This design comes from an exercise in tuning for small area, a short achievable clock period and few clock cycles on the open sky130 flow, not from production work. At most, simulation tests tie the RTL to the original design; equivalence was not proved. For run 1, only the layout was checked, not whether the RTL still works. Power figures rest on the tool's default switching activity, not on a simulated workload.

==> flow/design.v <==
module nrle (
    input             clk,
    input             rst,
    input             reg_we,
    input      [4:0]  reg_addr,
    input      [31:0] reg_wdata,
    output reg [31:0] reg_rdata,
    output            busy,
    output            done,
    output reg        src_re,
    output reg [15:0] src_addr,
    input      [7:0]  src_rdata,
    output reg        dst_we,
    output reg [15:0] dst_addr,
    output reg [7:0]  dst_wdata
);
    localparam R_CTRL = 5'd0, R_STATUS = 5'd1, R_CELL = 5'd2, R_SRCB = 5'd3,
               R_SRCL = 5'd4, R_DSTB = 5'd5, R_OUTC = 5'd6, R_NIBC = 5'd7,
               R_ERRP = 5'd8, R_LUTI = 5'd9, R_LUTO = 5'd10;
    localparam E_ITC = 4'd1, E_PLM = 4'd2, E_DIM = 4'd4, E_ILL = 4'd5;
    localparam P_IDLE = 3'd0, P_FIN = 3'd1, P_E1 = 3'd2, P_E2 = 3'd3,
               P_EF   = 3'd4, P_EP  = 3'd5, P_DEC = 3'd6;
    reg [2:0]  op;
    reg        map;
    reg        st_busy, st_done, st_err;
    reg [3:0]  err_code;
    reg [15:0] cell_count, src_base, src_len, dst_base;
    reg [3:0]  lut_in, lut_out;
    reg [15:0] o;             
    reg [16:0] k;             
    reg [2:0]  phase;
    reg [15:0] a;             
    reg        rd_on;         
    reg        f1, f2, f2l;   
    reg        tv, tl;        
    reg [2:0]  tc;            
    reg [2:0]  cur;           
    reg [4:0]  r;             
    reg [3:0]  hold;          
    reg        half;
    reg [7:0]  b0, b1;        
    reg [1:0]  nb;            
    reg        fd;            
    reg [4:0]  reps;          
    assign busy = st_busy;
    assign done = st_done;
    function valid_code;
        input [3:0] c;
        valid_code = (c == 4'h0) || (c == 4'h2) || (c == 4'h4) ||
                     (c == 4'h8) || (c == 4'hC);
    endfunction
    function [3:0] code_of;
        input [3:0] d;
        case (d)
            4'd0: code_of = 4'h0;
            4'd1: code_of = 4'h2;
            4'd2: code_of = 4'h4;
            4'd3: code_of = 4'h8;
            default: code_of = 4'hC;
        endcase
    endfunction
    function [3:0] id_of;
        input [3:0] c;
        case (c)
            4'h2: id_of = 4'd1;
            4'h4: id_of = 4'd2;
            4'h8: id_of = 4'd3;
            4'hC: id_of = 4'd4;
            default: id_of = 4'd0;
        endcase
    endfunction
    function in_valid;
        input [7:0] b;
        input       m;
        in_valid = m ? (b <= 8'd4) : ((b[7:4] == 4'h0) && valid_code(b[3:0]));
    endfunction
    function [7:0] out_byte;
        input [3:0] c;
        input       m;
        out_byte = m ? {4'h0, id_of(c)} : {4'h0, c};
    endfunction
    wire res_ok = !st_busy && !st_err;
    always @(*) begin
        case (reg_addr)
            R_CTRL:   reg_rdata = {27'd0, map, op, 1'b0};
            R_STATUS: reg_rdata = {24'd0, err_code, 1'b0, st_err, st_done, st_busy};
            R_CELL:   reg_rdata = {16'd0, cell_count};
            R_SRCB:   reg_rdata = {16'd0, src_base};
            R_SRCL:   reg_rdata = {16'd0, src_len};
            R_DSTB:   reg_rdata = {16'd0, dst_base};
            R_OUTC:   reg_rdata = {16'd0, res_ok ? o : 16'd0};
            R_NIBC:   reg_rdata = {15'd0, res_ok ? k : 17'd0};
            R_ERRP:   reg_rdata = {15'd0, st_err ? k : 17'd0};
            R_LUTI:   reg_rdata = {28'd0, lut_in};
            R_LUTO:   reg_rdata = {28'd0, lut_out};
            default:  reg_rdata = 32'd0;
        endcase
    end
    wire [16:0] n17    = {1'b0, cell_count};
    wire [16:0] sb17   = {1'b0, src_base};
    wire [16:0] db17   = {1'b0, dst_base};
    wire [16:0] half_n = (n17 + 17'd1) >> 1;
    wire enc_ovf = (sb17 + n17 > 17'h10000) || (db17 + half_n > 17'h10000);
    wire dec_ovf = (sb17 + {1'b0, src_len} > 17'h10000) || (db17 + n17 > 17'h10000);
    wire is_dec = op[0];
    wire [15:0] lim   = is_dec ? src_len : cell_count;
    wire [15:0] a_inc = a + 16'd1;
    wire        a_last = (a_inc == lim);
    wire [15:0] o_inc = o + 16'd1;
    wire        o_last = (o_inc == cell_count);
    wire [16:0] k_inc1 = k + 17'd1;
    wire [16:0] k_inc2 = k + 17'd2;
    wire       e_two = (r >= 5'd2);
    wire       e_run = (r >= 5'd3);
    wire [3:0] e_x   = {cur, e_run};
    wire [4:0] r_m3  = r - 5'd3;
    wire [3:0] e_y   = e_run ? r_m3[3:0] : {cur, 1'b0};
    wire       e_we  = half | e_two;
    wire [7:0] e_wd  = half ? {hold, e_x} : {e_x, e_y};
    wire       t_same = (tc == cur) && (r != 5'd18);
    wire       t_emit = (r != 5'd0) && !t_same;
    wire [3:0] d_h     = k[0] ? b0[3:0] : b0[7:4];
    wire [3:0] d_n     = k[0] ? b1[7:4] : b0[3:0];
    wire       d_have0 = (nb != 2'd0);
    wire       d_have1 = k[0] ? nb[1] : d_have0;      
    wire       d_dry   = !rd_on && !fd;               
    wire       d_inrun = (reps != 5'd0);
    wire       d_hval  = valid_code({d_h[3:1], 1'b0});
    wire       d_fit   = ({1'b0, o} + {13'd0, d_n} + 17'd3) <= n17;
    wire       d_lit   = d_have0 && d_hval && !d_h[0];
    wire       d_runok = d_have0 && d_hval && d_h[0] && d_have1 && d_fit;
    wire       d_wr    = d_inrun || d_lit || d_runok;
    wire       d_shift = !d_inrun && ((d_lit && k[0]) || d_runok);
    wire [1:0] d_nbs   = nb - {1'b0, d_shift};        
    wire [1:0] d_nbn   = d_nbs + {1'b0, fd};
    wire [3:0] d_tile  = d_inrun ? {cur, 1'b0} : {d_h[3:1], 1'b0};
    wire [16:0] d_kn   = d_inrun ? k : (d_lit ? k_inc1 : k_inc2);
    wire       d_left  = rd_on || ({1'b0, d_nbs} + {1'b0, fd} > {1'b0, d_kn[0]});
    always @(*) begin
        src_re    = 1'b0;
        src_addr  = src_base + a;
        dst_we    = 1'b0;
        dst_addr  = dst_base + o;
        dst_wdata = 8'd0;
        case (phase)
            P_E1, P_E2: src_re = rd_on;
            P_DEC: begin
                src_re    = rd_on && (d_nbn != 2'd2);
                dst_we    = d_wr && (cell_count != 16'd0);
                dst_wdata = out_byte(d_tile, map);
            end
            default: ;
        endcase
        if (tv && (phase == P_E2) && t_emit) begin
            dst_we    = e_we;
            dst_wdata = e_wd;
        end
        if (phase == P_EF) begin
            dst_we    = (r != 5'd0);
            dst_wdata = half ? {hold, e_x} : {e_x, e_two ? e_y : 4'h0};
        end
        if (phase == P_EP) begin
            dst_we    = 1'b1;
            dst_wdata = {hold, 4'h0};
        end
    end
    task finish_ok;
        begin
            phase   <= P_IDLE;
            st_busy <= 1'b0;
            st_done <= 1'b1;
            rd_on   <= 1'b0;
        end
    endtask
    task finish_err;
        input [3:0]  code;
        input [16:0] pos;
        begin
            phase    <= P_IDLE;
            st_busy  <= 1'b0;
            st_done  <= 1'b1;
            st_err   <= 1'b1;
            err_code <= code;
            k        <= pos;
            rd_on    <= 1'b0;
        end
    endtask
    always @(posedge clk) begin
        f1  <= src_re && (phase == P_E1);
        f2  <= src_re && (phase == P_E2);
        f2l <= src_re && (phase == P_E2) && a_last;
        fd  <= src_re && (phase == P_DEC);
        tv  <= f2;
        tl  <= f2l;
        tc  <= map ? code_of(src_rdata[3:0]) >> 1 : src_rdata[3:1];
        if (rst || (reg_we && reg_addr == R_CTRL && reg_wdata[15])) begin
            op         <= 3'd0;
            map        <= 1'b0;
            st_busy    <= 1'b0;
            st_done    <= 1'b0;
            st_err     <= 1'b0;
            err_code   <= 4'd0;
            cell_count <= 16'd0;
            src_base   <= 16'd0;
            src_len    <= 16'd0;
            dst_base   <= 16'd0;
            o          <= 16'd0;
            k          <= 17'd0;
            lut_in     <= 4'd0;
            lut_out    <= 4'd0;
            phase      <= P_IDLE;
            rd_on      <= 1'b0;
            f1         <= 1'b0;
            f2         <= 1'b0;
            fd         <= 1'b0;
            tv         <= 1'b0;
        end else begin
            if (reg_we && !st_busy) begin
                case (reg_addr)
                    R_CTRL: begin
                        op  <= reg_wdata[3:1];
                        map <= reg_wdata[4];
                        if (reg_wdata[0]) begin
                            st_busy  <= 1'b1;
                            st_done  <= 1'b0;
                            st_err   <= 1'b0;
                            err_code <= 4'd0;
                            o        <= 16'd0;
                            k        <= 17'd0;
                            a        <= 16'd0;
                            r        <= 5'd0;
                            half     <= 1'b0;
                            nb       <= 2'd0;
                            reps     <= 5'd0;
                            rd_on    <= 1'b0;
                            phase    <= P_FIN;
                            if (reg_wdata[3:1] == 3'd0 && !enc_ovf) begin
                                phase <= P_E1;
                                rd_on <= (cell_count != 16'd0);
                            end
                            if (reg_wdata[3:1] == 3'd1 && !dec_ovf) begin
                                phase <= P_DEC;
                                rd_on <= (src_len != 16'd0);
                            end
                        end
                    end
                    R_CELL: cell_count <= reg_wdata[15:0];
                    R_SRCB: src_base   <= reg_wdata[15:0];
                    R_SRCL: src_len    <= reg_wdata[15:0];
                    R_DSTB: dst_base   <= reg_wdata[15:0];
                    R_LUTI: lut_in     <= reg_wdata[3:0];
                    default: ;
                endcase
            end
            if (src_re) begin
                a <= a_inc;
                if (a_last) begin
                    rd_on <= 1'b0;
                    if (phase == P_E1) begin
                        a     <= 16'd0;
                        rd_on <= 1'b1;
                        phase <= P_E2;
                    end
                end
            end
            case (phase)
                P_FIN: begin
                    case (op)
                        3'd0, 3'd1: finish_err(E_DIM, 17'd0);
                        3'd2: begin
                            if (lut_in <= 4'd4) begin
                                lut_out <= code_of(lut_in);
                                finish_ok;
                            end else begin
                                lut_out <= 4'd0;
                                finish_err(E_ITC, 17'd0);
                            end
                        end
                        3'd3: begin
                            if (valid_code(lut_in)) begin
                                lut_out <= id_of(lut_in);
                                finish_ok;
                            end else begin
                                lut_out <= 4'd0;
                                finish_err(E_ITC, 17'd0);
                            end
                        end
                        default: finish_err(E_ILL, 17'd0);
                    endcase
                end
                P_E1: begin
                    if (f1) begin
                        if (!in_valid(src_rdata, map)) finish_err(E_ITC, k);
                        else k <= k_inc1;
                    end
                    if (!rd_on) phase <= P_EF;       
                end
                P_E2: begin
                    if (f1) begin
                        if (!in_valid(src_rdata, map)) finish_err(E_ITC, k);
                        else k <= 17'd0;
                    end
                    if (tv) begin
                        if (r == 5'd0 || !t_same) begin
                            cur <= tc;
                            r   <= 5'd1;
                        end else begin
                            r   <= r + 5'd1;
                        end
                        if (t_emit) begin
                            k <= e_two ? k_inc2 : k_inc1;
                            if (e_we) o <= o_inc;
                            hold <= half ? e_y : e_x;
                            if (!e_two) half <= !half;
                        end
                        if (tl) phase <= P_EF;
                    end
                end
                P_EF: begin
                    if (r != 5'd0) begin
                        k <= e_two ? k_inc2 : k_inc1;
                        o <= o_inc;
                    end
                    if (half && e_two && r != 5'd0) begin
                        hold  <= e_y;
                        phase <= P_EP;
                    end else begin
                        finish_ok;
                    end
                end
                P_EP: begin
                    o <= o_inc;
                    finish_ok;
                end
                P_DEC: begin
                    if (d_shift) b0 <= b1;
                    if (fd) begin
                        if (d_nbs == 2'd0) b0 <= src_rdata;
                        else               b1 <= src_rdata;
                    end
                    nb <= d_nbn;
                    if (cell_count == 16'd0) begin
                        if (src_len != 16'd0) finish_err(E_PLM, 17'd0);
                        else finish_ok;
                    end else if (d_inrun) begin
                        reps <= reps - 5'd1;
                    end else if (!d_have0) begin
                        if (d_dry) finish_err(E_PLM, k);
                    end else if (!d_hval) begin
                        finish_err(E_ITC, k);
                    end else if (d_h[0]) begin
                        if (!d_have1) begin
                            if (d_dry) finish_err(E_PLM, k_inc1);
                        end else if (!d_fit) begin
                            finish_err(E_PLM, k);
                        end else begin
                            cur  <= d_h[3:1];
                            reps <= {1'b0, d_n} + 5'd2;
                        end
                    end
                    if (d_wr && cell_count != 16'd0) begin
                        o <= o_inc;
                        k <= d_kn;
                        if (o_last) begin
                            if (d_left) finish_err(E_PLM, d_kn);
                            else finish_ok;
                        end
                    end
                end
                default: ;
            endcase
        end
    end
endmodule
==> flow/run.sh <==
#!/bin/bash
# synth_recipe.tcl (not shown) runs the flow's synth.tcl, then flattens the netlist and writes it again
# the make line also repeats each setting of config.mk as NAME=value (left out here)
make -C /OpenROAD-flow-scripts/flow DESIGN_CONFIG=/design/flow/config.mk WORK_HOME=/design/flow/orfs CLKGATE_MAP_FILE= SYNTH_SCRIPT=/design/flow/synth_recipe.tcl finish
==> flow/config.mk <==
export PLATFORM = sky130hd
export DESIGN_NAME = nrle
export DESIGN_NICKNAME = nrle
export VERILOG_FILES = /design/flow/design.v
export SDC_FILE = /design/flow/constraint.sdc
export NUM_CORES = 4
export LEC_CHECK = 0
export CAP_MARGIN = 20
export CORE_MARGIN = 2
export CORE_UTILIZATION = 40
export SLEW_MARGIN = 20
==> flow/constraint.sdc <==
create_clock -name core_clock -period 10.0 [get_ports {clk}]
set_input_delay 2.0000 -clock core_clock [delete_from_list [all_inputs] [get_ports {clk}]]
set_output_delay 2.0000 -clock core_clock [all_outputs]
set_load 0.01 [all_outputs]
==> results of run 1 <==
worst max path at each step:
stage | slack [ns] | startpoint | endpoint | depth (start not counted)
2_1_floorplan | 1.40 | k[0]$_SDFFE_PP0P_ | src_re | 33
3_3_place_gp | 0.89 | k[0]$_SDFFE_PP0P_ | src_re | 30
3_5_place_dp | 0.73 | k[0]$_SDFFE_PP0P_ | src_re | 30
4_1_cts | 0.19 | k[0]$_SDFFE_PP0P_ | src_re | 30
5_1_grt | 0.03 | k[0]$_SDFFE_PP0P_ | src_re | 30
6_report | 0.50 | k[0]$_SDFFE_PP0P_ | src_re | 30
layout make-up:
type	count	share of cell area (%)
clock buffers	20	2.097
well taps	607	3.636
flip-flops and latches	181	19.85
clock inverters	12	0.7907
inverters	105	1.887
diodes	2	0.02396
repair buffers	134	5.919
multi-input cells	2112	65.80
repair_timing:
item,CTS,global route
setup endpoints to repair,0,1
gates resized for setup,0,6
hold buffers,0,0
worst max-delay path, delay by kind of cell, from the launching register on:
kind,cells,cell delay [ns]
and+or+nand+nor,7,1.93
adders and majority gates,7,1.89
buffers and inverters,9,1.25
AOI/OAI and AO/OA,5,0.85
DFF,1,0.51
muxes,1,0.44
xor gates and xnor gates,1,0.14
power by group:
| part | switching [uW] | internal, uW |
|---|---|---|
| Clock | 335 | 400 |
| Sequential | 32.9 | 764 |
| Combinational | 149 | 88.8 |
| Total | 518 | 1250 |
flip-flops by register name, summed over array words and instances (netlist names), 2 cells and up:
register and cells:
k 17, a 16, cell_count 16, dst_base 16, o 16, src_base 16
src_len 16, b0 8, b1 8, r 5, reps 5, err_code 4
hold 4, lut_in 4, lut_out 4, cur 3, op 3, phase 3
tc 3, nb 2
routing by layer:
metal,wire (um),vias to the layer above,GRT usage (%)
li1,-,9364,-
met1,32800,9806,41.43
met2,33470,1055,46.10
met3,7231,147,5.072
met4,2375,0,10.69
met5,0,-,0
per-stage QoR:
step | util (%) | setup slack [ns] | std cells | area [um^2] | hold slack (ns)
3_5_place_dp | 43.52 | 0.7305 | 3139 | 20260 | 0.3212
3_3_place_gp | 43.52 | 0.8883 | 3139 | 20260 | 0.3165
2_1_floorplan | - | 1.401 | 2563 | 18930 | 0.3096
5_1_grt | 44.85 | 0.02871 | 3171 | 20880 | 0.3459
4_1_cts | 44.81 | 0.1852 | 3171 | 20860 | 0.3403
6_report | 44.86 | 0.5049 | 3173 | 20890 | 0.3396
kinds of logic (layout without fill, tap and decap cells):
family,after synthesis,after routing,share of synthesized area [%]
simple gates,977,977,25.36
compound gates,785,785,27.23
buf+inv,270,271,5.825
flops,181,181,21.95
xor+xnor,144,144,7.197
fa+ha+maj,143,143,9.755
mux,48,48,2.658
other cells,1,17,0.01986
placed cells by master (no fill, tap or decap), types with 25 or more instances in the layout:
master and instances:
inv_1 104, a22oi_1 37, o21ai_0 163, a21oi_1 223, ha_1 136, nand3_1 98, nor4_1 25, a211oi_1 31
nor2_1 203, nor2b_1 35, edfxtp_1 52, nor3_1 55, mux2i_1 40, nand4_1 25, and3_1 30, xnor2_1 82
a21o_1 41, and2_1 28, nand2_1 349, clkdlybuf4s50_1 92, dfxtp_1 128, buf_4 42, xor2_1 55
==> results.py, run 1 <==
metrics = {
    "place": {
        "port_buffers": 92,
        "dp_hpwl_um": 56230,
        "gp_congestion": 0.9831,
    },
    "setup_path": {
        "setup_crit_end_kind": "output pin",
        "timing.critical_path.from_type": "register",
        "worst_r2r_path_depth": 32,
        "slowest_stage_cell_crit_path": "clkdlybuf4s50_1",
        "most_prevalent_standard_cell_on_the_critical_path": "inv_1",
        "worst_path_largest_cell_delay_ns": 0.56,
        "required_ns": 8.00,
        "rr_startpoint": "k[0]$_SDFFE_PP0P_",
        "reg2reg_slack_ns": 2.59,
        "critical_path_class": "reg2out",
        "reg2reg_to": "err_code[2]$_SDFF_PP0_",
        "worst-path-max-fanout": 14,
        "critPathArrivalTime_ns": 7.50,
    },
    "hold_path": {
        "hold_end": "tl$_DFF_P_",
        "worstHoldPathType": "reg2reg",
        "worst_hold_startpoint": "f2l$_DFF_P_",
        "hold_depth": 0,
    },
    "timing": {
        "final_period_minus_worst_setup_slack_ns": 9.495,
        "totalNegativeSetupSlack_ns": 0,
        "maxSlewHeadroom_pct": 28.04,
        "slew_viol_final": 0,
        "worst_slew_pin_tran_ns": 1.075,
        "fin_crit_sh_pct": 94.95,
        "finalSetupViolCount": 0,
        "hold_violations": 0,
        "grt_setup_unrepaired": "no",
        "clock_skew_ns": 0.01347,
        "fmaxAchievable_ghz": 0.1053,
    },
    "synthesis": {
        "ys_ff_latch": 181,
        "synth_enable_flop_cells": 52,
        "synth_largest_area_cell": "dfxtp_1",
        "synth_top_cells_by_area": "dfxtp_1, ha_1, edfxtp_1, nand2_1, a21oi_1",
        "synthFlopType": "dfxtp_1",
        "synth-async-reset-ratio_pct": 0,
        "synthesis.instances": 2549,
        "yosys.area.top_type_share_pct": 13.68,
        "synth_common_cells": "nand2_1, a21oi_1, nor2_1, o21ai_0, ha_1",
        "average_footprint_of_a_synthesized_cell_um2": 7.407,
        "yosys_warnings": 1,
        "synthDistinctLibCells": 94,
        "seq_area_frac_synth_pct": 21.95,
        "post-synth-top-count-cell": "nand2_1",
        "area_of_the_mapped_netlist_mm2": 0.01888,
    },
    "cells_and_area": {
        "multi_input_area_mm2": 0.01374,
        "register_cell_area_after_layout_mm2": 0.004145,
        "areaGrowthSynthToFinish_pct": 10.63,
        "post_route_cells_drive_above_1_share_pct": 4.992,
        "n_fill_cell": 4675,
        "finish.net_count": 2742,
    },
    "grt": {
        "wire_length_of_the_first_global_routing_pass_um": 113200,
        "track_usage_pct": 29.74,
        "maximum_number_of_pins_on_one_net_before_global_route_repair": 74,
        "first_global_vias": 18350,
        "initial_antenna_violation_count": 0,
        "grt_overflow": 0,
    },
    "outcome": {
        "status": "no timing/DRC/antenna violations",
    },
    "route": {
        "post-route-drc-count": 0,
        "dr_iter_0_viols": 2443,
        "avgRoutedWirePerCell_um": 23.91,
        "number_of_vias_in_the_routed_layout": 20370,
        "antenna_violating_nets_post_route": 0,
        "first_pass_iters": 8,
        "viasPerCell": 6.420,
        "totalWireLength_um": 75870,
    },
    "clocking": {
        "clock_path_buffers": 2,
        "cts_tree": "built",
        "cts_post_setup_buffers_inserted": 0,
        "worst_setup_hold_path_clk_slew_ns": 0.08,
        "cts.sink_count": 181,
        "numCtsBuffers": 17,
        "cts-htree-levels": 4,
        "clock_insertion_delay_worst_skew_ns": 0.48,
        "cts_root_buf": "clkbuf_16",
    },
    "flow_run": {
        "drv.max_cap_violation_count": 0,
    },
    "power_and_ir_drop": {
        "p_total_uw": 1771,
        "max_vdd_drop_v": 0.0001193,
        "power_density_mw_per_mm2": 84.78,
        "total_leakage_power_uw": 0.007998,
    },
    "floorplan": {
        "rows": 79,
        "coreArea_mm2": 0.04656,
        "io-pin-count": 124,
        "dieHeight_um": 221.3,
        "die_w_um": 221.3,
        "initial_core_util_pct": 40.55,
        "design.die.area_mm2": 0.04895,
    },
}
==> run 2: changes to the inputs <==
--- a/flow/design.v
+++ b/flow/design.v
@@ -31,8 +31,8 @@
     reg [2:0]  phase;
     reg [15:0] a;             
     reg        rd_on;         
-    reg        f1, f2, f2l;   
-    reg        tv, tl;        
+    reg        f1, f2;        
+    reg        tv;            
     reg [2:0]  tc;            
     reg [2:0]  cur;           
     reg [4:0]  r;             
@@ -96,20 +96,17 @@
             default:  reg_rdata = 32'd0;
         endcase
     end
-    wire [16:0] n17    = {1'b0, cell_count};
-    wire [16:0] sb17   = {1'b0, src_base};
-    wire [16:0] db17   = {1'b0, dst_base};
-    wire [16:0] half_n = (n17 + 17'd1) >> 1;
-    wire enc_ovf = (sb17 + n17 > 17'h10000) || (db17 + half_n > 17'h10000);
-    wire dec_ovf = (sb17 + {1'b0, src_len} > 17'h10000) || (db17 + n17 > 17'h10000);
-    wire is_dec = op[0];
-    wire [15:0] lim   = is_dec ? src_len : cell_count;
+    wire        is_dec = st_busy ? op[0] : reg_wdata[1];
+    wire [15:0] lim    = is_dec ? src_len : cell_count;
+    wire        d_cin  = (phase == P_FIN) && !op[0] && cell_count[0];
+    wire [16:0] s_sum  = {1'b0, src_base} + {1'b0, a};
+    wire [16:0] d_sum  = {1'b0, dst_base} + {1'b0, o} + {16'd0, d_cin};
+    wire        win_ovf = (s_sum[16] && (s_sum[15:0] != 16'd0)) ||
+                          (d_sum[16] && (d_sum[15:0] != 16'd0));
     wire [15:0] a_inc = a + 16'd1;
     wire        a_last = (a_inc == lim);
     wire [15:0] o_inc = o + 16'd1;
     wire        o_last = (o_inc == cell_count);
-    wire [16:0] k_inc1 = k + 17'd1;
-    wire [16:0] k_inc2 = k + 17'd2;
     wire       e_two = (r >= 5'd2);
     wire       e_run = (r >= 5'd3);
     wire [3:0] e_x   = {cur, e_run};
@@ -125,28 +122,30 @@
     wire       d_have1 = k[0] ? nb[1] : d_have0;      
     wire       d_dry   = !rd_on && !fd;               
     wire       d_inrun = (reps != 5'd0);
+    wire       d_rend  = (reps == 5'd1);              
     wire       d_hval  = valid_code({d_h[3:1], 1'b0});
-    wire       d_fit   = ({1'b0, o} + {13'd0, d_n} + 17'd3) <= n17;
-    wire       d_lit   = d_have0 && d_hval && !d_h[0];
-    wire       d_runok = d_have0 && d_hval && d_h[0] && d_have1 && d_fit;
-    wire       d_wr    = d_inrun || d_lit || d_runok;
-    wire       d_shift = !d_inrun && ((d_lit && k[0]) || d_runok);
+    wire       d_lit   = !d_inrun && d_have0 && d_hval && !d_h[0];
+    wire       d_runst = !d_inrun && d_have0 && d_hval && d_h[0] && d_have1;
+    wire       d_wr    = d_inrun || d_lit || d_runst;
+    wire       d_shift = !d_inrun && ((d_lit && k[0]) || d_runst);
     wire [1:0] d_nbs   = nb - {1'b0, d_shift};        
     wire [1:0] d_nbn   = d_nbs + {1'b0, fd};
     wire [3:0] d_tile  = d_inrun ? {cur, 1'b0} : {d_h[3:1], 1'b0};
-    wire [16:0] d_kn   = d_inrun ? k : (d_lit ? k_inc1 : k_inc2);
-    wire       d_left  = rd_on || ({1'b0, d_nbs} + {1'b0, fd} > {1'b0, d_kn[0]});
+    wire       d_pend  = k[0] ^ d_lit;
+    wire       d_left  = rd_on || ({1'b0, d_nbs} + {1'b0, fd} > {1'b0, d_pend});
+    wire        k_two  = (phase == P_DEC) ? d_inrun : e_two;
+    wire [16:0] k_inc  = k + {15'd0, k_two, !k_two};
     always @(*) begin
         src_re    = 1'b0;
-        src_addr  = src_base + a;
+        src_addr  = s_sum[15:0];
         dst_we    = 1'b0;
-        dst_addr  = dst_base + o;
+        dst_addr  = d_sum[15:0];
         dst_wdata = 8'd0;
         case (phase)
             P_E1, P_E2: src_re = rd_on;
             P_DEC: begin
                 src_re    = rd_on && (d_nbn != 2'd2);
-                dst_we    = d_wr && (cell_count != 16'd0);
+                dst_we    = d_wr;
                 dst_wdata = out_byte(d_tile, map);
             end
             default: ;
@@ -188,10 +187,8 @@
     always @(posedge clk) begin
         f1  <= src_re && (phase == P_E1);
         f2  <= src_re && (phase == P_E2);
-        f2l <= src_re && (phase == P_E2) && a_last;
         fd  <= src_re && (phase == P_DEC);
         tv  <= f2;
-        tl  <= f2l;
         tc  <= map ? code_of(src_rdata[3:0]) >> 1 : src_rdata[3:1];
         if (rst || (reg_we && reg_addr == R_CTRL && reg_wdata[15])) begin
             op         <= 3'd0;
@@ -225,23 +222,15 @@
                             st_done  <= 1'b0;
                             st_err   <= 1'b0;
                             err_code <= 4'd0;
-                            o        <= 16'd0;
                             k        <= 17'd0;
-                            a        <= 16'd0;
                             r        <= 5'd0;
                             half     <= 1'b0;
                             nb       <= 2'd0;
                             reps     <= 5'd0;
                             rd_on    <= 1'b0;
                             phase    <= P_FIN;
-                            if (reg_wdata[3:1] == 3'd0 && !enc_ovf) begin
-                                phase <= P_E1;
-                                rd_on <= (cell_count != 16'd0);
-                            end
-                            if (reg_wdata[3:1] == 3'd1 && !dec_ovf) begin
-                                phase <= P_DEC;
-                                rd_on <= (src_len != 16'd0);
-                            end
+                            a        <= lim;
+                            o        <= reg_wdata[1] ? cell_count : {1'b0, cell_count[15:1]};
                         end
                     end
                     R_CELL: cell_count <= reg_wdata[15:0];
@@ -265,8 +254,17 @@
             end
             case (phase)
                 P_FIN: begin
+                    a <= 16'd0;
+                    o <= 16'd0;
                     case (op)
-                        3'd0, 3'd1: finish_err(E_DIM, 17'd0);
+                        3'd0, 3'd1: begin
+                            if (win_ovf) begin
+                                finish_err(E_DIM, 17'd0);
+                            end else begin
+                                phase <= op[0] ? P_DEC : P_E1;
+                                rd_on <= (lim != 16'd0);
+                            end
+                        end
                         3'd2: begin
                             if (lut_in <= 4'd4) begin
                                 lut_out <= code_of(lut_in);
@@ -291,7 +289,7 @@
                 P_E1: begin
                     if (f1) begin
                         if (!in_valid(src_rdata, map)) finish_err(E_ITC, k);
-                        else k <= k_inc1;
+                        else k <= k_inc;
                     end
                     if (!rd_on) phase <= P_EF;       
                 end
@@ -308,17 +306,17 @@
                             r   <= r + 5'd1;
                         end
                         if (t_emit) begin
-                            k <= e_two ? k_inc2 : k_inc1;
+                            k <= k_inc;
                             if (e_we) o <= o_inc;
                             hold <= half ? e_y : e_x;
                             if (!e_two) half <= !half;
                         end
-                        if (tl) phase <= P_EF;
+                        if (!f2) phase <= P_EF;
                     end
                 end
                 P_EF: begin
                     if (r != 5'd0) begin
-                        k <= e_two ? k_inc2 : k_inc1;
+                        k <= k_inc;
                         o <= o_inc;
                     end
                     if (half && e_two && r != 5'd0) begin
@@ -344,26 +342,26 @@
                         else finish_ok;
                     end else if (d_inrun) begin
                         reps <= reps - 5'd1;
+                        if (d_rend) k <= k_inc;
                     end else if (!d_have0) begin
                         if (d_dry) finish_err(E_PLM, k);
                     end else if (!d_hval) begin
                         finish_err(E_ITC, k);
-                    end else if (d_h[0]) begin
-                        if (!d_have1) begin
-                            if (d_dry) finish_err(E_PLM, k_inc1);
-                        end else if (!d_fit) begin
-                            finish_err(E_PLM, k);
-                        end else begin
-                            cur  <= d_h[3:1];
-                            reps <= {1'b0, d_n} + 5'd2;
-                        end
+                    end else if (!d_h[0]) begin
+                        k <= k_inc;
+                    end else if (!d_have1) begin
+                        if (d_dry) finish_err(E_PLM, k_inc);
+                    end else begin
+                        cur  <= d_h[3:1];
+                        reps <= {1'b0, d_n} + 5'd2;
                     end
-                    if (d_wr && cell_count != 16'd0) begin
+                    if (d_wr) begin
                         o <= o_inc;
-                        k <= d_kn;
                         if (o_last) begin
-                            if (d_left) finish_err(E_PLM, d_kn);
-                            else finish_ok;
+                            if (d_runst || (d_inrun && !d_rend) || d_left)
+                                finish_err(E_PLM, (d_runst || (d_inrun && !d_rend)) ? k : k_inc);
+                            else
+                                finish_ok;
                         end
                     end
                 end
--- a/flow/config.mk
+++ b/flow/config.mk
@@ -8,4 +8,5 @@
 export CAP_MARGIN = 20
 export CORE_MARGIN = 2
 export CORE_UTILIZATION = 40
+export SETUP_SLACK_MARGIN = 4
 export SLEW_MARGIN = 20
==> run 2 against run 1 <==
Sequential share of layout area rose by 4.8 points. Routed wire length down 29%. Utilization rose by 1.1 points. Register-to-register slack gained 2.2 ns. Power fell by 0.96%. First-iteration DRC count shrank 30%. Synthesized area decreased by 22%. Sequential power is 2% lower. Global-route usage decreased by 2.3 points. Critical path depth decreased by 21. Final area decreased by 20%.
==> results.py, run 2 <==
metrics = {
    "clocking": {
        "cts-htree-levels": 4,
        "clock_insertion_delay_worst_skew_ns": 0.47,
        "cts_root_buf": "clkbuf_16",
        "cts.sink_count": 179,
        "cts.hold.buffers_added": 0,
        "cts_tree": "built",
        "numCtsBuffers": 17,
        "clock_path_buffers": 2,
        "worst_setup_hold_path_clk_slew_ns": 0.08,
    },
    "synthesis": {
        "seq_area_frac_synth_pct": 28.01,
        "average_footprint_of_a_synthesized_cell_um2": 7.584,
        "ys_ff_latch": 179,
        "synth-async-reset-ratio_pct": 0,
        "yosys.area.top_type_share_pct": 17.35,
        "synth_top_cells_by_area": "dfxtp_1, edfxtp_1, a21oi_1, nand2_1, nor2_1",
        "synth_enable_flop_cells": 52,
        "post-synth-top-count-cell": "nand2_1",
        "synthesis.instances": 1932,
        "synth_common_cells": "nand2_1, a21oi_1, nor2_1, dfxtp_1, clkbuf_1",
        "synthDistinctLibCells": 99,
        "synth_largest_area_cell": "dfxtp_1",
        "yosys_warnings": 1,
        "synthFlopType": "dfxtp_1",
        "area_of_the_mapped_netlist_mm2": 0.01465,
    },
    "timing": {
        "grt_setup_unrepaired": "yes",
        "hold_violations": 0,
        "worst_slew_pin_tran_ns": 1.124,
        "finalSetupViolCount": 0,
        "maxSlewHeadroom_pct": 25.03,
        "fmaxAchievable_ghz": 0.1679,
        "totalNegativeSetupSlack_ns": 0,
        "fin_crit_sh_pct": 59.56,
        "final_period_minus_worst_setup_slack_ns": 5.956,
        "clock_skew_ns": 0.01844,
        "slew_viol_final": 0,
    },
    "setup_path": {
        "rr_startpoint": "reps[3]$_DFFE_PN_",
        "reg2reg_slack_ns": 4.81,
        "timing.critical_path.from_type": "input port",
        "reg2reg_to": "k[12]$_SDFFE_PP0P_",
        "required_ns": 8.00,
        "setup_crit_end_kind": "output pin",
        "worst_r2r_path_depth": 18,
        "worst-path-max-fanout": 5,
        "critical_path_class": "in2out",
        "critPathArrivalTime_ns": 3.96,
    },
    "place": {
        "gp_congestion": 0.9744,
        "port_buffers": 92,
        "detailed_place.area_mm2": 0.01567,
        "dp_hpwl_um": 38570,
        "dp_cells": 2364,
    },
    "floorplan": {
        "die_w_um": 195.4,
        "dieHeight_um": 195.4,
        "coreArea_mm2": 0.03635,
        "io-pin-count": 124,
        "rows": 70,
        "design.die.area_mm2": 0.03818,
        "initial_core_util_pct": 40.31,
    },
    "grt": {
        "grt_overflow": 0,
        "initial_antenna_violation_count": 0,
        "wire_length_of_the_first_global_routing_pass_um": 82170,
        "maximum_number_of_pins_on_one_net_before_global_route_repair": 78,
        "track_usage_pct": 27.42,
        "first_global_vias": 14000,
    },
    "hold_path": {
        "worstHoldPathType": "reg2reg",
        "hold_end": "tv$_SDFF_PP0_",
        "hold_depth": 1,
        "worst_hold_startpoint": "f2$_SDFF_PP0_",
    },
    "cells_and_area": {
        "most_flop_heavy_register": "k",
        "final_area_mm2": 0.01672,
        "n_fill_cell": 3632,
        "leading_cell_types_in_the_layout_fill_and_taps_excluded": "nand2_1, a21oi_1, nor2_1",
        "multi_input_area_mm2": 0.009948,
        "insertedDiodeCount": 0,
        "finish.net_count": 2043,
        "areaGrowthSynthToFinish_pct": 14.11,
        "register_cell_area_after_layout_mm2": 0.004115,
        "largest_register_ffs": 17,
        "post_route_cells_drive_above_1_share_pct": 7.724,
        "finalNonFillerCells": 2423,
        "post-route-util_pct": 46.00,
        "layout_commonest_cell": "nand2_1",
    },
    "power_and_ir_drop": {
        "max_vdd_drop_v": 0.0001247,
        "power_density_mw_per_mm2": 104.9,
        "total_leakage_power_uw": 0.006229,
    },
    "route": {
        "dr_iter_0_viols": 1706,
        "post-route-drc-count": 0,
        "totalWireLength_um": 53810,
        "avgRoutedWirePerCell_um": 22.21,
        "viasPerCell": 6.356,
        "first_pass_iters": 6,
        "antenna_violating_nets_post_route": 0,
        "number_of_vias_in_the_routed_layout": 15400,
    },
    "flow_run": {
        "drv.max_cap_violation_count": 0,
    },
    "outcome": {
        "status": "no timing/DRC/antenna violations",
    },
}
-- run 2: worst max-delay path by stage --
stage,from,endpoint
after floorplan,reps[0]$_DFFE_PN_,src_re
after global placement,reps[0]$_DFFE_PN_,src_re
after detailed placement,reps[0]$_DFFE_PN_,src_re
after CTS,reps[0]$_DFFE_PN_,src_re
after global routing,reg_addr[3],reg_rdata[15]
final,reg_addr[3],reg_rdata[10]
-- run 2: cells by family (layout without fill, tap and decap cells) --
logic type | count (synthesis) | after routing | synth area share (%)
and+or+nand+nor | 728 | 729 | 23.53
AOI/OAI and AO/OA | 604 | 604 | 27.01
buffers and inverters | 206 | 214 | 5.986
DFF | 179 | 179 | 28.01
xor gates and xnor gates | 97 | 97 | 6.276
muxes | 64 | 64 | 4.432
adders and majority gates | 53 | 53 | 4.731
other | 1 | 15 | 0.02559
-- run 2: critical path, stage by stage --
cell and delay, ns:
clkdlybuf4s18_2 0.27, nand2b_4 0.21, nor3_4 0.17, nand3_1 0.13, a21oi_2 0.24, buf_6 0.14
nand2_1 0.11, nand3_2 0.14, clkdlybuf4s50_1 0.54
-- run 2: layout make-up --
type / count / area share (%)
Timing Repair Buffer: 134 / 7.633
Clock buffer: 17 / 2.544
Clock inverter: 15 / 1.108
Tap cell: 468 / 3.502
Inverter: 48 / 1.100
Multi-Input combinational cell: 1562 / 59.50
Sequential cell: 179 / 24.61
-- run 2: repair_timing --
action	CTS	global route
endpoints found under the hold margin	0	0
endpoints found under the setup margin	51	21
setup buffers	19	6
cloned	1	1
pin swaps	8	5
gates resized for setup	61	34
-- run 2: metrics by stage --
step | hold slack (ns) | total power (uW) | setup WS [ns]
5_1_grt | 0.4952 | 1801 | 3.959
4_1_cts | 0.4670 | 1745 | 3.966
3_3_place_gp | 0.4378 | 1024 | 2.623
2_1_floorplan | 0.4204 | 945.4 | 4.027
6_report | 0.4648 | 1754 | 4.044
3_5_place_dp | 0.4479 | 1027 | 2.592
-- run 2: per-layer routing --
| metal | vias to the layer above | global-route usage, % | wire length [um] |
|---|---|---|---|
| met5 | - | 0 | 0 |
| met4 | 0 | 10.04 | 1899 |
| met3 | 120 | 4.836 | 4788 |
| met2 | 762 | 42.88 | 23890 |
| met1 | 7410 | 37.84 | 23230 |
| li1 | 7108 | - | - |
-- run 2: power by group --
group	internal, uW	leakage (uW)	switching [uW]	total (uW)
combinational	91.3	0.00442	159	250
sequential	755	0.00151	23.6	779
clock	360	0.000296	364	724
total	1210	0.00623	547	1750
Testbench counts of run 2, summed over its fixed seeds: cycles 190,696.
==> run 3: changes to the inputs <==
--- a/flow/config.mk
+++ b/flow/config.mk
@@ -8,5 +8,4 @@
 export CAP_MARGIN = 20
 export CORE_MARGIN = 2
 export CORE_UTILIZATION = 40
-export SETUP_SLACK_MARGIN = 4
 export SLEW_MARGIN = 20
==> run 3 against run 2 <==
Still clean. Clock-buffer cell count is 1 higher. Clock power fell by 4.1%. Power is 2.4% lower. Critical path depth up 9. Synthesized area unchanged. Synthesized cell count stayed put. Clock skew down 0.00066 ns. Largest cell class unchanged.
==> results.py, run 3 <==
metrics = {
    "outcome": {
        "status": "no timing/DRC/antenna violations",
    },
    "cells_and_area": {
        "insertedDiodeCount": 0,
        "final_area_mm2": 0.01625,
        "areaGrowthSynthToFinish_pct": 10.90,
        "largest_register_ffs": 17,
        "n_fill_cell": 3634,
        "most_flop_heavy_register": "k",
        "layout_commonest_cell": "nand2_1",
        "leading_cell_types_in_the_layout_fill_and_taps_excluded": "nand2_1, a21oi_1, nor2_1",
        "finish.net_count": 2017,
        "post_route_cells_drive_above_1_share_pct": 4.355,
    },
    "setup_path": {
        "required_ns": 8.00,
        "critPathArrivalTime_ns": 6.24,
        "critical_path_class": "reg2out",
        "reg2reg_to": "k[3]$_SDFFE_PP0P_",
        "worst_r2r_path_depth": 21,
        "worst-path-max-fanout": 26,
        "rr_startpoint": "reps[1]$_DFFE_PN_",
        "setup_crit_end_kind": "output pin",
        "reg2reg_slack_ns": 3.24,
        "timing.critical_path.from_type": "register",
    },
    "place": {
        "gp_congestion": 0.9681,
        "detailed_place.area_mm2": 0.01568,
        "dp_hpwl_um": 38450,
        "port_buffers": 92,
    },
    "route": {
        "antenna_violating_nets_post_route": 0,
        "avgRoutedWirePerCell_um": 22.03,
        "first_pass_iters": 9,
        "post-route-drc-count": 0,
        "totalWireLength_um": 52810,
        "viasPerCell": 6.277,
        "dr_iter_0_viols": 2056,
        "number_of_vias_in_the_routed_layout": 15050,
    },
    "clocking": {
        "cts_tree": "built",
        "cts.hold.buffers_added": 0,
        "cts_post_setup_buffers_inserted": 0,
        "clock_insertion_delay_worst_skew_ns": 0.47,
        "postCtsResizedCells": 0,
        "cts.sink_count": 179,
        "clock_path_buffers": 2,
        "worst_setup_hold_path_clk_slew_ns": 0.08,
        "cts_root_buf": "clkbuf_16",
        "cts-htree-levels": 4,
        "numCtsBuffers": 17,
    },
    "synthesis": {
        "synth_largest_area_cell": "dfxtp_1",
        "synthDistinctLibCells": 99,
        "synth_common_cells": "nand2_1, a21oi_1, nor2_1, dfxtp_1, clkbuf_1",
        "yosys.area.top_type_share_pct": 17.35,
        "area_of_the_mapped_netlist_mm2": 0.01465,
        "synth_enable_flop_cells": 52,
        "average_footprint_of_a_synthesized_cell_um2": 7.584,
        "synth_top_cells_by_area": "dfxtp_1, edfxtp_1, a21oi_1, nand2_1, nor2_1",
        "synth-async-reset-ratio_pct": 0,
        "seq_area_frac_synth_pct": 28.01,
        "ys_ff_latch": 179,
        "synthesis.instances": 1932,
        "synthFlopType": "dfxtp_1",
        "post-synth-top-count-cell": "nand2_1",
        "yosys_warnings": 1,
    },
    "power_and_ir_drop": {
        "power_density_mw_per_mm2": 105.3,
        "total_leakage_power_uw": 0.005805,
        "cell_internal_pwr_uw": 1173,
        "swShare_pct": 31.45,
        "net-switching-power_uw": 538.4,
        "clock_power_share_pct": 40.6,
        "pwr-share-comb_pct": 13.9,
        "share_of_total_power_in_sequential_cells_pct": 45.5,
        "max_vdd_drop_v": 0.0001465,
    },
    "floorplan": {
        "coreArea_mm2": 0.03635,
        "io-pin-count": 124,
        "die_w_um": 195.4,
        "design.die.area_mm2": 0.03818,
        "rows": 70,
        "dieHeight_um": 195.4,
        "initial_core_util_pct": 40.31,
    },
    "hold_path": {
        "hold_end": "tv$_SDFF_PP0_",
        "worst_hold_startpoint": "f2$_SDFF_PP0_",
        "worstHoldPathType": "reg2reg",
        "hold_depth": 1,
    },
    "grt": {
        "maximum_number_of_pins_on_one_net_before_global_route_repair": 83,
        "first_global_vias": 13850,
        "track_usage_pct": 27.13,
        "initial_antenna_violation_count": 1,
        "wire_length_of_the_first_global_routing_pass_um": 80790,
        "grt_overflow": 0,
    },
    "timing": {
        "totalNegativeSetupSlack_ns": 0,
        "slew_viol_final": 0,
        "fmaxAchievable_ghz": 0.1213,
        "worst_slew_pin_tran_ns": 1.158,
        "final_period_minus_worst_setup_slack_ns": 8.244,
        "hold_violations": 0,
        "fin_crit_sh_pct": 82.44,
        "maxSlewHeadroom_pct": 22.50,
        "finalSetupViolCount": 0,
        "clock_skew_ns": 0.01778,
        "grt_setup_unrepaired": "no",
    },
    "flow_run": {
        "drv.max_cap_violation_count": 0,
    },
}
run 3: cell counts after synthesis:
No cell type changed its count.
run 3: per-layer routing:
metal | global-route usage (%) | vias up | share of wire, %
met4 | 12.16 | 0 | 4.1
met1 | 36.87 | 7210 | 44
met5 | 0 | - | 0
met3 | 6.114 | 111 | 8.9
met2 | 41.06 | 674 | 43
li1 | - | 7051 | -
run 3: worst max-delay path by stage:
stage                                  from      to
after floorplan           reps[0]$_DFFE_PN_  src_re
after global placement    reps[0]$_DFFE_PN_  src_re
after detailed placement  reps[1]$_DFFE_PN_  src_re
after CTS                 reps[1]$_DFFE_PN_  src_re
after global routing      reps[1]$_DFFE_PN_  src_re
final                     reps[1]$_DFFE_PN_  src_re
run 3: cells by family after synthesis:
family,Yosys count,share of synthesized area [%]
and+or+nand+nor,728,23.53
AOI/OAI and AO/OA,604,27.01
buffers and inverters,206,5.986
DFF,179,28.01
xor gates and xnor gates,97,6.276
muxes,64,4.432
adders and majority gates,53,4.731
other,1,0.02559
run 3: area by class of cell:
type                    count  area (um^2)  area share, %
clock buffers              18        429.2          2.641
clock inverters            14        141.4         0.8701
inverters                  48        180.2          1.109
multi-input cells        1561         9761          60.07
flip-flops and latches    179         4104          25.26
well taps                 468        585.6          3.604
repair buffers            109         1049          6.453
run 3: through the flow:
| stage | std cells | hold slack [ns] | util, % | total power [uW] | worst slack, ns |
|---|---|---|---|---|---|
| after floorplan | 1946 | 0.4204 | - | 945.4 | 3.801 |
| after global placement | 2364 | 0.4340 | 43.10 | 1024 | 2.365 |
| after detailed placement | 2365 | 0.4399 | 43.14 | 1027 | 2.323 |
| after CTS | 2397 | 0.4545 | 44.71 | 1709 | 1.807 |
| after global routing | 2397 | 0.4680 | 44.71 | 1761 | 1.422 |
| final | 2397 | 0.4519 | 44.71 | 1712 | 1.756 |
run 3: power by group through the flow:
| stage | Sequential, uW | Clock (uW) | Combinational [uW] |
|---|---|---|---|
| 2_1_floorplan | 781 | 0 | 164 |
| 3_3_place_gp | 795 | 0 | 229 |
| 3_5_place_dp | 795 | 0 | 232 |
| 4_1_cts | 778 | 698 | 233 |
| 5_1_grt | 781 | 725 | 256 |
| 6_report | 779 | 694 | 238 |
run 3: critical path, cell delays in order (launching register included):
cell and delay, ns:
edfxtp_1 0.43, inv_1 0.15, ha_1 0.26, or4b_2 0.95, nor2_1 0.52, o2111a_1 0.26, ha_1 0.13, nor2_1 0.04
nor2_1 0.74, ha_1 0.41, inv_1 0.07, ha_1 0.16, inv_1 0.06, ha_1 0.32, nor2b_1 0.16, o21ai_0 0.14
nand3_1 0.22, inv_1 0.20, clkdlybuf4s50_1 0.55

[separate check: timing with driven ports]
In the flow no input, the clock included, has a driving cell. The finished layouts below were timed again as built, in two steps.
Step 1 (the two cells are an assumption about what drives the block):
set clk [get_ports {clk}]
set_driving_cell -lib_cell sky130_fd_sc_hd__clkbuf_16 $clk
set_driving_cell -lib_cell sky130_fd_sc_hd__buf_2 [delete_from_list [all_inputs] $clk]
Step 2, shift: input delay + t, output delay - t, t = (earliest + latest rising clock arrival at the registers) / 2. This alone moves slack from input paths to output paths.
Slacks: ideal / step 1 / step 2; pairs: ideal / step 1.
run | t, ns | setup WS [ns] | clock arrival spread, ns | slew at the worst register clock pin (ns) | pins driven straight from the clock port
run 1 | 0.529 | 0.505 / 0.450 / 0.979 | 0.014 / 0.014 | 0.08 / 0.08 | 1
run 2 | 0.515 | 4.044 / 4.020 / 3.719 | 0.018 / 0.018 | 0.09 / 0.09 | 1
run 3 | 0.516 | 1.756 / 1.704 / 2.220 | 0.017 / 0.017 | 0.09 / 0.09 | 1
After both steps every run listed still meets setup and hold. The setup slack of run 2, which loses most, moves by -0.024 ns with the drivers and by -0.325 ns with both steps.
